From an optimization exercise on the open Yosys and OpenROAD flow, aimed at small area; shortcuts taken in it are not production practice.
Function was checked by simulation only, so behaviour that the tests miss may differ from the original.
Power figures rest on the tool's default switching activity, not on a simulated workload.

==> exp/pepper <==
==> flow/design.v <==
module chatsala_core (
    input  wire        clk,
    input  wire        rst,
    input  wire        char_valid,
    input  wire [7:0]  char_data,
    input  wire        line_in,
    output reg         line_out,
    output wire        char_ready,
    output wire        msg_valid,
    output wire [4:0]  msg_id,
    output wire [2:0]  msg_len,
    output wire [55:0] msg_data,
    output wire        err_oversize,
    output reg         v_fault
);
    localparam RN = 19;
    reg [3:0] tdiv;
    wire tick = &tdiv;
    always @(posedge clk) begin
        if (rst) tdiv <= 4'd0;
        else     tdiv <= tdiv + 4'd1;
    end
    reg       f_push;    
    reg       f_sig;     
    reg [3:0] f_len;     
    wire q_full;
    wire pop;
    assign char_ready = !f_push && !f_sig && !rst;
    wire accept  = char_valid && char_ready;
    wire is_term = (char_data == 8'h0A) || (char_data == 8'h0D);
    assign err_oversize = accept && is_term && f_len[3];
    wire sig  = f_sig && !rst;
    wire push = f_push && !q_full;
    always @(posedge clk) begin
        if (rst) begin
            f_push <= 1'b0;
            f_sig  <= 1'b0;
            f_len  <= 4'd0;
        end else if (f_sig) begin
            f_sig <= 1'b0;
        end else if (f_push) begin
            if (push) begin
                if (f_len == 4'd0) begin
                    f_push <= 1'b0;
                    f_sig  <= 1'b1;
                end else begin
                    f_len <= f_len - 4'd1;
                end
            end
        end else if (accept) begin
            if (!is_term) begin
                if (!f_len[3]) f_len <= f_len + 4'd1;
            end else if (!f_len[3]) begin
                f_len  <= f_len + 4'd4;
                f_push <= 1'b1;
            end else begin
                f_len <= 4'd0;
            end
        end
    end
    reg [4:0] q_cnt;
    assign q_full = q_cnt[4];
    wire q_empty = (q_cnt == 5'd0);
    always @(posedge clk) begin
        if (rst)               q_cnt <= 5'd0;
        else if (push && !pop) q_cnt <= q_cnt + 5'd1;
        else if (pop && !push) q_cnt <= q_cnt - 5'd1;
    end
    reg [7:0] ring [0:RN-1];
    localparam [4:0] RS = 5'd2;
    function [4:0] nxt(input [4:0] p);
        nxt = {p[3:0], p[4] ^ ~(p[2] | (p[1] & p[0]))};
    endfunction
    function [4:0] rslot(input integer i);
        integer k;
        begin
            rslot = RS;
            for (k = 0; k < i; k = k + 1) rslot = nxt(rslot);
        end
    endfunction
    reg [4:0] hslot;     
    reg [4:0] rd;        
    wire [4:0] csum  = hslot + 5'd1 + {2'b00, f_len[2:0]};
    wire [4:0] cslot = (csum >= RN) ? csum - RN : csum;
    wire wr_char = accept && !is_term && !f_len[3] && (f_len[2:0] != 3'd7);
    wire wr_head = accept && is_term && !f_len[3];
    wire [4:0] waddr = is_term ? hslot : cslot;
    wire [7:0] wdata = {char_data[7:3], is_term ? f_len[2:0] : char_data[2:0]};
    always @(posedge clk) begin
        if (wr_char || wr_head) ring[waddr] <= wdata;
    end
    always @(posedge clk) begin
        if (rst)          hslot <= 5'd0;
        else if (wr_head) hslot <= cslot;
    end
    reg [3:0] tstate;
    reg [4:0] tx_cnt;    
    reg [6:0] tx_sh;     
    reg [7:0] rdata;
    integer ri;
    always @(*) begin
        rdata = 8'd0;
        for (ri = 0; ri < RN; ri = ri + 1)
            rdata = rdata | (ring[ri] & {8{rd == rslot(ri)}});
    end
    wire       body     = tstate[3];
    wire       body_end = (tstate[2:0] == 3'd0);
    reg  [7:0] oct;
    always @(*) begin
        if (body)
            oct = body_end ? 8'h43 : rdata;
        else
            case (tstate[1:0])
                2'd0:    oct = 8'h55;
                2'd1:    oct = 8'h41;
                2'd2:    oct = 8'h42;
                default: oct = {5'b11010, rdata[2:0]};
            endcase
    end
    assign pop = tick && !q_empty && (tx_cnt == 5'd0);
    wire rd_adv = pop && (body ? !body_end : (tstate[1:0] == 2'd3));
    always @(posedge clk) begin
        if (rst) begin
            tstate <= 4'd0;
            rd     <= RS;
        end else if (pop) begin
            if (rd_adv) rd <= nxt(rd);
            if (body) begin
                if (body_end) tstate <= 4'd0;
                else          tstate[2:0] <= tstate[2:0] - 3'd1;
            end else if (tstate[1:0] == 2'd3) begin
                tstate <= {1'b1, rdata[2:0]};
            end else begin
                tstate[1:0] <= tstate[1:0] + 2'd1;
            end
        end
    end
    always @(posedge clk) begin
        if (rst) begin
            tx_cnt   <= 5'd0;
            line_out <= 1'b0;
        end else if (tick) begin
            if (pop) begin
                tx_sh    <= oct[6:0];
                line_out <= oct[7];
                tx_cnt   <= 5'd31;
            end else if (tx_cnt != 5'd0) begin
                tx_cnt <= tx_cnt - 5'd1;
                if (tx_cnt[1:0] == 2'd0) begin
                    line_out <= tx_sh[6];
                    tx_sh    <= {tx_sh[5:0], 1'b0};
                end
            end
        end
    end
    reg       rx_started;
    reg       parked;        
    reg [1:0] rx_idx;
    reg       rx_s1;
    reg       rx_s2;
    wire sample  = tick && rx_started && !parked;
    wire publish = sample && (rx_idx == 2'd3) && (rx_s1 == rx_s2);
    wire d       = rx_s1;
    always @(posedge clk) begin
        if (rst) begin
            rx_started <= 1'b0;
            rx_idx     <= 2'd0;
        end else begin
            if (sig && !rx_started) begin
                rx_started <= 1'b1;
                rx_idx     <= 2'd0;
            end else if (sig && parked) begin
                rx_idx <= 2'd0;
            end else if (sample) begin
                if (rx_idx == 2'd1) rx_s1 <= line_in;
                if (rx_idx == 2'd2) rx_s2 <= line_in;
                rx_idx <= rx_idx + 2'd1;
            end
        end
    end
    reg [6:0] count;
    reg       stx_done;      
    reg [7:0] seg [0:7];     
    wire [3:0] o = count[6:3];
    wire [2:0] b = count[2:0];
    wire [2:0] n = ~seg[0][2:0];
    wire react  = publish && !v_fault;
    wire in_end = (o == {1'b0, n} + 4'd3);
    wire ref_bit = (b == 3'd1) ? 1'b1 :
                   (b == 3'd7) ? (o == 4'd0) :
                   (b == 3'd6) ? (o != 4'd0) : 1'b0;
    wire match  = (d == ref_bit);
    wire fault  = react && (o == 4'd1) && stx_done;
    wire complete = react && in_end && (b == 3'd7);
    assign msg_valid = complete && !rst;
    always @(posedge clk) begin
        if (rst) begin
            count    <= 7'd0;
            stx_done <= 1'b0;
            parked   <= 1'b0;
            v_fault  <= 1'b0;
        end else begin
            if (sig) parked <= 1'b0;
            if (react) begin
                if (fault) begin
                    v_fault <= 1'b1;
                end else if (complete) begin
                    count    <= 7'd0;
                    stx_done <= 1'b0;
                    parked   <= 1'b1;
                end else if (o < 4'd2 || in_end) begin
                    if (match) count <= count + 7'd1;
                    else       count <= 7'd0;
                    if (o == 4'd1 && b == 3'd7 && match) stx_done <= 1'b1;
                end else begin
                    count <= count + 7'd1;
                end
            end
        end
    end
    genvar j;
    generate
        for (j = 0; j < 8; j = j + 1) begin : g_seg
            always @(posedge clk) begin
                if (react && o == j + 2) seg[j] <= {seg[j][6:0], ~d};
            end
        end
        for (j = 0; j < 7; j = j + 1) begin : g_out
            assign msg_data[55 - 8*j -: 8] = ~seg[j + 1] & {8{msg_valid && n > j}};
        end
    endgenerate
    assign msg_id  = ~seg[0][7:3] & {5{msg_valid}};
    assign msg_len = n & {3{msg_valid}};
endmodule
==> flow/flow/run.sh <==
#!/bin/bash
# Own layout flow: the standard flow (standard.sh) with two changes:
#  - synthesis maps the logic with an area-oriented ABC script (flow/abc_area.script)
#    instead of ORFS's speed script; everything else in the synthesis is the standard flow's
#    own synth_recipe.tcl, so the registers are the standard synthesis's;
#  - adders are left to ABC (no extract_fa / half-adder cells);
#  - the port buffers that placement inserts on every input and output are
#    sky130_fd_sc_hd__buf_1 cells;
#  - clock tree synthesis clusters at most 30 sinks within 120 um and adds no
#    dummy loads.
set -euo pipefail
W=$(pwd)

cat > "$W/flow_synth.tcl" <<EOT
proc abc {args} {
  set i [lsearch -exact \$args -script]
  if {\$i >= 0} { lset args [expr {\$i + 1}] {$W/flow/abc_area.script} }
  yosys abc {*}\$args
}
set ::env(ADDER_MAP_FILE) ""
source {$W/synth_recipe.tcl}
EOT

sed "s#SYNTH_SCRIPT=[^ ']*synth_recipe\.tcl#SYNTH_SCRIPT=$W/flow_synth.tcl#" standard.sh > flow_standard.sh
grep -q "SYNTH_SCRIPT=$W/flow_synth.tcl" flow_standard.sh

export BUFFER_PORTS_ARGS="-buffer_cell sky130_fd_sc_hd__buf_1"
export CTS_ARGS="-sink_clustering_enable -repair_clock_nets -dont_use_dummy_load -sink_clustering_size 30 -sink_clustering_max_diameter 120"
bash flow_standard.sh > flow_make.log 2>&1
==> flow/flow/abc_area.script <==
strash
&get -n
&deepsyn -T 60
&put
dch -f
amap
==> flow/standard.sh <==
#!/bin/bash
# synth_recipe.tcl (not shown) runs the flow's synth.tcl, then flattens the netlist and writes it again
# the make line also repeats each setting of config.mk as NAME=value (left out here)
make -C /OpenROAD-flow-scripts/flow DESIGN_CONFIG=/design/flow/config.mk WORK_HOME=/design/flow/orfs CLKGATE_MAP_FILE= SYNTH_SCRIPT=/design/flow/synth_recipe.tcl "${@:-finish}"
==> flow/config.mk <==
export PLATFORM = sky130hd
export DESIGN_NAME = chatsala_core
export DESIGN_NICKNAME = chatsala_core
export VERILOG_FILES = /design/flow/design.v
export SDC_FILE = /design/flow/constraint.sdc
export NUM_CORES = 4
export LEC_CHECK = 0
export CAP_MARGIN = 20
export CORE_MARGIN = 2
export CORE_UTILIZATION = 55
export PLACE_DENSITY = 0.7
export SLEW_MARGIN = 20
==> flow/constraint.sdc <==
create_clock -name core_clock -period 10.0 [get_ports {clk}]
set_input_delay 2.0000 -clock core_clock [delete_from_list [all_inputs] [get_ports {clk}]]
set_output_delay 2.0000 -clock core_clock [all_outputs]
set_load 0.01 [all_outputs]
==> exp/quartz (differences from exp/pepper) <==
--- a/flow/design.v
+++ b/flow/design.v
@@ -68,15 +68,4 @@
     end
     reg [7:0] ring [0:RN-1];
-    localparam [4:0] RS = 5'd2;
-    function [4:0] nxt(input [4:0] p);
-        nxt = {p[3:0], p[4] ^ ~(p[2] | (p[1] & p[0]))};
-    endfunction
-    function [4:0] rslot(input integer i);
-        integer k;
-        begin
-            rslot = RS;
-            for (k = 0; k < i; k = k + 1) rslot = nxt(rslot);
-        end
-    endfunction
     reg [4:0] hslot;     
     reg [4:0] rd;        
@@ -86,5 +75,5 @@
     wire wr_head = accept && is_term && !f_len[3];
     wire [4:0] waddr = is_term ? hslot : cslot;
-    wire [7:0] wdata = {char_data[7:3], is_term ? f_len[2:0] : char_data[2:0]};
+    wire [7:0] wdata = is_term ? {5'b11010, f_len[2:0]} : char_data;
     always @(posedge clk) begin
         if (wr_char || wr_head) ring[waddr] <= wdata;
@@ -94,48 +83,42 @@
         else if (wr_head) hslot <= cslot;
     end
-    reg [3:0] tstate;
+    reg [2:0] tpos;      
+    reg [2:0] tcnt;      
+    reg       tx_busy;
     reg [4:0] tx_cnt;    
     reg [6:0] tx_sh;     
-    reg [7:0] rdata;
-    integer ri;
-    always @(*) begin
-        rdata = 8'd0;
-        for (ri = 0; ri < RN; ri = ri + 1)
-            rdata = rdata | (ring[ri] & {8{rd == rslot(ri)}});
-    end
-    wire       body     = tstate[3];
-    wire       body_end = (tstate[2:0] == 3'd0);
+    wire [7:0] rdata    = ring[rd];
+    wire       body_end = (tcnt == 3'd0);
     reg  [7:0] oct;
     always @(*) begin
-        if (body)
-            oct = body_end ? 8'h43 : rdata;
-        else
-            case (tstate[1:0])
-                2'd0:    oct = 8'h55;
-                2'd1:    oct = 8'h41;
-                2'd2:    oct = 8'h42;
-                default: oct = {5'b11010, rdata[2:0]};
-            endcase
-    end
-    assign pop = tick && !q_empty && (tx_cnt == 5'd0);
-    wire rd_adv = pop && (body ? !body_end : (tstate[1:0] == 2'd3));
-    always @(posedge clk) begin
-        if (rst) begin
-            tstate <= 4'd0;
-            rd     <= RS;
+        case (tpos)
+            3'd0:    oct = 8'h55;
+            3'd1:    oct = 8'h41;
+            3'd2:    oct = 8'h42;
+            3'd3:    oct = rdata;
+            default: oct = body_end ? 8'h43 : rdata;
+        endcase
+    end
+    wire tx_last = tx_busy && (tx_cnt == 5'd0);
+    assign pop = tick && !q_empty && (!tx_busy || tx_last);
+    wire rd_adv = pop && (tpos[2] ? !body_end : (tpos == 3'd3));
+    always @(posedge clk) begin
+        if (rst) begin
+            tpos <= 3'd0;
+            rd   <= 5'd0;
         end else if (pop) begin
-            if (rd_adv) rd <= nxt(rd);
-            if (body) begin
-                if (body_end) tstate <= 4'd0;
-                else          tstate[2:0] <= tstate[2:0] - 3'd1;
-            end else if (tstate[1:0] == 2'd3) begin
-                tstate <= {1'b1, rdata[2:0]};
+            if (rd_adv) rd <= (rd == RN - 1) ? 5'd0 : rd + 5'd1;
+            if (tpos == 3'd3) tcnt <= rdata[2:0];
+            else if (tpos[2] && !body_end) tcnt <= tcnt - 3'd1;
+            if (tpos[2]) begin
+                if (body_end) tpos <= 3'd0;
             end else begin
-                tstate[1:0] <= tstate[1:0] + 2'd1;
-            end
-        end
-    end
-    always @(posedge clk) begin
-        if (rst) begin
+                tpos <= tpos + 3'd1;
+            end
+        end
+    end
+    always @(posedge clk) begin
+        if (rst) begin
+            tx_busy  <= 1'b0;
             tx_cnt   <= 5'd0;
             line_out <= 1'b0;
@@ -145,9 +128,14 @@
                 line_out <= oct[7];
                 tx_cnt   <= 5'd31;
-            end else if (tx_cnt != 5'd0) begin
-                tx_cnt <= tx_cnt - 5'd1;
-                if (tx_cnt[1:0] == 2'd0) begin
-                    line_out <= tx_sh[6];
-                    tx_sh    <= {tx_sh[5:0], 1'b0};
+                tx_busy  <= 1'b1;
+            end else if (tx_busy) begin
+                if (tx_cnt == 5'd0) begin
+                    tx_busy <= 1'b0;
+                end else begin
+                    tx_cnt <= tx_cnt - 5'd1;
+                    if (tx_cnt[1:0] == 2'd0) begin
+                        line_out <= tx_sh[6];
+                        tx_sh    <= {tx_sh[5:0], 1'b0};
+                    end
                 end
             end
@@ -184,5 +172,5 @@
     wire [3:0] o = count[6:3];
     wire [2:0] b = count[2:0];
-    wire [2:0] n = ~seg[0][2:0];
+    wire [2:0] n = seg[0][2:0];
     wire react  = publish && !v_fault;
     wire in_end = (o == {1'b0, n} + 4'd3);
@@ -223,12 +211,12 @@
         for (j = 0; j < 8; j = j + 1) begin : g_seg
             always @(posedge clk) begin
-                if (react && o == j + 2) seg[j] <= {seg[j][6:0], ~d};
+                if (react && o == j + 2) seg[j] <= {seg[j][6:0], d};
             end
         end
         for (j = 0; j < 7; j = j + 1) begin : g_out
-            assign msg_data[55 - 8*j -: 8] = ~seg[j + 1] & {8{msg_valid && n > j}};
+            assign msg_data[55 - 8*j -: 8] = (msg_valid && n > j) ? seg[j + 1] : 8'd0;
         end
     endgenerate
-    assign msg_id  = ~seg[0][7:3] & {5{msg_valid}};
-    assign msg_len = n & {3{msg_valid}};
+    assign msg_id  = msg_valid ? seg[0][7:3] : 5'd0;
+    assign msg_len = msg_valid ? n : 3'd0;
 endmodule
--- a/flow/flow/run.sh
+++ b/flow/flow/run.sh
@@ -4,9 +4,6 @@
 #    instead of ORFS's speed script; everything else in the synthesis is the standard flow's
 #    own synth_recipe.tcl, so the registers are the standard synthesis's;
-#  - adders are left to ABC (no extract_fa / half-adder cells);
 #  - the port buffers that placement inserts on every input and output are
-#    sky130_fd_sc_hd__buf_1 cells;
-#  - clock tree synthesis clusters at most 30 sinks within 120 um and adds no
-#    dummy loads.
+#    sky130_fd_sc_hd__buf_1 cells.
 set -euo pipefail
 W=$(pwd)
@@ -18,5 +15,4 @@
   yosys abc {*}\$args
 }
-set ::env(ADDER_MAP_FILE) ""
 source {$W/synth_recipe.tcl}
 EOT
@@ -26,4 +22,3 @@
 
 export BUFFER_PORTS_ARGS="-buffer_cell sky130_fd_sc_hd__buf_1"
-export CTS_ARGS="-sink_clustering_enable -repair_clock_nets -dont_use_dummy_load -sink_clustering_size 30 -sink_clustering_max_diameter 120"
 bash flow_standard.sh > flow_make.log 2>&1
==> flow/flow/abc_area.script (replaced) <==
strash
dc2
dch -f
amap
Settings changed: CTS_CLUSTER_DIAMETER set to 120, CTS_CLUSTER_SIZE set to 30.
==> exp/yarrow (differences from exp/pepper) <==
--- a/flow/design.v
+++ b/flow/design.v
@@ -94,5 +94,7 @@
         else if (wr_head) hslot <= cslot;
     end
-    reg [3:0] tstate;
+    reg [2:0] tpos;      
+    reg [2:0] tcnt;      
+    reg       tx_busy;
     reg [4:0] tx_cnt;    
     reg [6:0] tx_sh;     
@@ -104,38 +106,36 @@
             rdata = rdata | (ring[ri] & {8{rd == rslot(ri)}});
     end
-    wire       body     = tstate[3];
-    wire       body_end = (tstate[2:0] == 3'd0);
+    wire       body_end = (tcnt == 3'd0);
     reg  [7:0] oct;
     always @(*) begin
-        if (body)
-            oct = body_end ? 8'h43 : rdata;
-        else
-            case (tstate[1:0])
-                2'd0:    oct = 8'h55;
-                2'd1:    oct = 8'h41;
-                2'd2:    oct = 8'h42;
-                default: oct = {5'b11010, rdata[2:0]};
-            endcase
-    end
-    assign pop = tick && !q_empty && (tx_cnt == 5'd0);
-    wire rd_adv = pop && (body ? !body_end : (tstate[1:0] == 2'd3));
-    always @(posedge clk) begin
-        if (rst) begin
-            tstate <= 4'd0;
-            rd     <= RS;
+        case (tpos)
+            3'd0:    oct = 8'h55;
+            3'd1:    oct = 8'h41;
+            3'd2:    oct = 8'h42;
+            3'd3:    oct = {5'b11010, rdata[2:0]};
+            default: oct = body_end ? 8'h43 : rdata;
+        endcase
+    end
+    wire tx_last = tx_busy && (tx_cnt == 5'd0);
+    assign pop = tick && !q_empty && (!tx_busy || tx_last);
+    wire rd_adv = pop && (tpos[2] ? !body_end : (tpos == 3'd3));
+    always @(posedge clk) begin
+        if (rst) begin
+            tpos <= 3'd0;
+            rd   <= RS;
         end else if (pop) begin
             if (rd_adv) rd <= nxt(rd);
-            if (body) begin
-                if (body_end) tstate <= 4'd0;
-                else          tstate[2:0] <= tstate[2:0] - 3'd1;
-            end else if (tstate[1:0] == 2'd3) begin
-                tstate <= {1'b1, rdata[2:0]};
+            if (tpos == 3'd3) tcnt <= rdata[2:0];
+            else if (tpos[2] && !body_end) tcnt <= tcnt - 3'd1;
+            if (tpos[2]) begin
+                if (body_end) tpos <= 3'd0;
             end else begin
-                tstate[1:0] <= tstate[1:0] + 2'd1;
-            end
-        end
-    end
-    always @(posedge clk) begin
-        if (rst) begin
+                tpos <= tpos + 3'd1;
+            end
+        end
+    end
+    always @(posedge clk) begin
+        if (rst) begin
+            tx_busy  <= 1'b0;
             tx_cnt   <= 5'd0;
             line_out <= 1'b0;
@@ -145,9 +145,14 @@
                 line_out <= oct[7];
                 tx_cnt   <= 5'd31;
-            end else if (tx_cnt != 5'd0) begin
-                tx_cnt <= tx_cnt - 5'd1;
-                if (tx_cnt[1:0] == 2'd0) begin
-                    line_out <= tx_sh[6];
-                    tx_sh    <= {tx_sh[5:0], 1'b0};
+                tx_busy  <= 1'b1;
+            end else if (tx_busy) begin
+                if (tx_cnt == 5'd0) begin
+                    tx_busy <= 1'b0;
+                end else begin
+                    tx_cnt <= tx_cnt - 5'd1;
+                    if (tx_cnt[1:0] == 2'd0) begin
+                        line_out <= tx_sh[6];
+                        tx_sh    <= {tx_sh[5:0], 1'b0};
+                    end
                 end
             end
@@ -184,5 +189,5 @@
     wire [3:0] o = count[6:3];
     wire [2:0] b = count[2:0];
-    wire [2:0] n = ~seg[0][2:0];
+    wire [2:0] n = seg[0][2:0];
     wire react  = publish && !v_fault;
     wire in_end = (o == {1'b0, n} + 4'd3);
@@ -223,12 +228,12 @@
         for (j = 0; j < 8; j = j + 1) begin : g_seg
             always @(posedge clk) begin
-                if (react && o == j + 2) seg[j] <= {seg[j][6:0], ~d};
+                if (react && o == j + 2) seg[j] <= {seg[j][6:0], d};
             end
         end
         for (j = 0; j < 7; j = j + 1) begin : g_out
-            assign msg_data[55 - 8*j -: 8] = ~seg[j + 1] & {8{msg_valid && n > j}};
+            assign msg_data[55 - 8*j -: 8] = (msg_valid && n > j) ? seg[j + 1] : 8'd0;
         end
     endgenerate
-    assign msg_id  = ~seg[0][7:3] & {5{msg_valid}};
-    assign msg_len = n & {3{msg_valid}};
+    assign msg_id  = msg_valid ? seg[0][7:3] : 5'd0;
+    assign msg_len = msg_valid ? n : 3'd0;
 endmodule
--- a/flow/flow/run.sh
+++ b/flow/flow/run.sh
@@ -6,7 +6,5 @@
 #  - adders are left to ABC (no extract_fa / half-adder cells);
 #  - the port buffers that placement inserts on every input and output are
-#    sky130_fd_sc_hd__buf_1 cells;
-#  - clock tree synthesis clusters at most 30 sinks within 120 um and adds no
-#    dummy loads.
+#    sky130_fd_sc_hd__buf_1 cells.
 set -euo pipefail
 W=$(pwd)
@@ -26,4 +24,3 @@
 
 export BUFFER_PORTS_ARGS="-buffer_cell sky130_fd_sc_hd__buf_1"
-export CTS_ARGS="-sink_clustering_enable -repair_clock_nets -dont_use_dummy_load -sink_clustering_size 30 -sink_clustering_max_diameter 120"
 bash flow_standard.sh > flow_make.log 2>&1
==> flow/flow/abc_area.script (replaced) <==
strash
dc2
dch -f
amap
Settings changed: CTS_CLUSTER_DIAMETER set to 120, CTS_CLUSTER_SIZE set to 30.
==> qor summary <==
                                                                           exp/pepper                  exp/quartz               exp/yarrow
Status                                                                 finished clean              finished clean           finished clean
Cell type of the slowest stage on the worst timing path    sky130_fd_sc_hd__a2111oi_0  sky130_fd_sc_hd__a2111oi_0  sky130_fd_sc_hd__nor2_1
Worst-case hold path end point                                                 parked                     tdiv[0]                seg[5][7]
Power share of the sequential group                                             67.4%                       66.0%                    66.5%
Global routing met2 resource utilization                                        38.2%                       32.9%                    38.0%
Die Span Y                                                                     142 um                      151 um                   145 um
Adder and majority gate portion of the synthesized area                            0%                       3.94%                       0%
Logic pwr share                                                                  2.6%                        2.8%                     2.2%
Post-synth EDFFs                                                                  225                         228                      228
Simple-gate share of the synthesized area                                       13.0%                       12.5%                    14.7%
Post-Place Cells                                                                 1155                        1319                     1224
Cell count of the worst hold path                                                   2                           1                        0
Arrival @ worst endpoint                                                      4.12 ns                     4.23 ns                  4.26 ns
Post-detailed-placement half-perimeter wirelength                             16.8 mm                     15.8 mm                  16.9 mm
Clock Buffer Count                                                                 13                          20                       20
Busiest grt layer                                                                met2                        met1                     met2
Metal1 wirelength                                                             10.3 mm                     11.1 mm                  10.7 mm
Final Cycle Share                                                               61.2%                       62.3%                    62.6%
Vias per inst                                                                    6.15                        5.82                     6.08
Distinct cells, synth                                                              43                          41                       43
Fraction of standard cell area that is sequential                               66.3%                       61.1%                    64.0%
Layout multi-input combinational cell count                                       488                         596                      519
Nets in the synthesized netlist                                                   832                        1000                      872
Die width                                                                      142 um                      151 um                   145 um
Number of buffer and inverter stages on the critical path                           4                           3                        5

## afterwards: timing with drivers on the ports
In the flow no input, the clock included, has a driving cell. The finished layouts below were timed again as built, in two steps. Step 1 assumes that a clkbuf_16 drives the clock port and a buf_2 every other input. Step 2 adds t to the input delays and takes it off the output delays; t is the mean of the earliest and latest rising clock arrival at the registers after step 1. Input paths then give back, and output paths get back, about the clock's delay inside the block. Slacks: ideal ports / drivers / drivers and shift; pairs: ideal ports / drivers.
run | t, ns | setup slack, ns | worst register clock-pin slew, ns
exp/pepper | 0.511 | 3.882 / 3.836 / 3.901 | 0.12 / 0.12
exp/quartz | 0.534 | 3.775 / 3.728 / 3.963 | 0.11 / 0.11
exp/yarrow | 0.512 | 3.738 / 3.719 / 3.719 | 0.11 / 0.11
After both steps setup and hold are still met in every run listed. The setup slack of exp/yarrow, which loses most, moves by -0.019 ns with the drivers and by -0.019 ns with both steps.
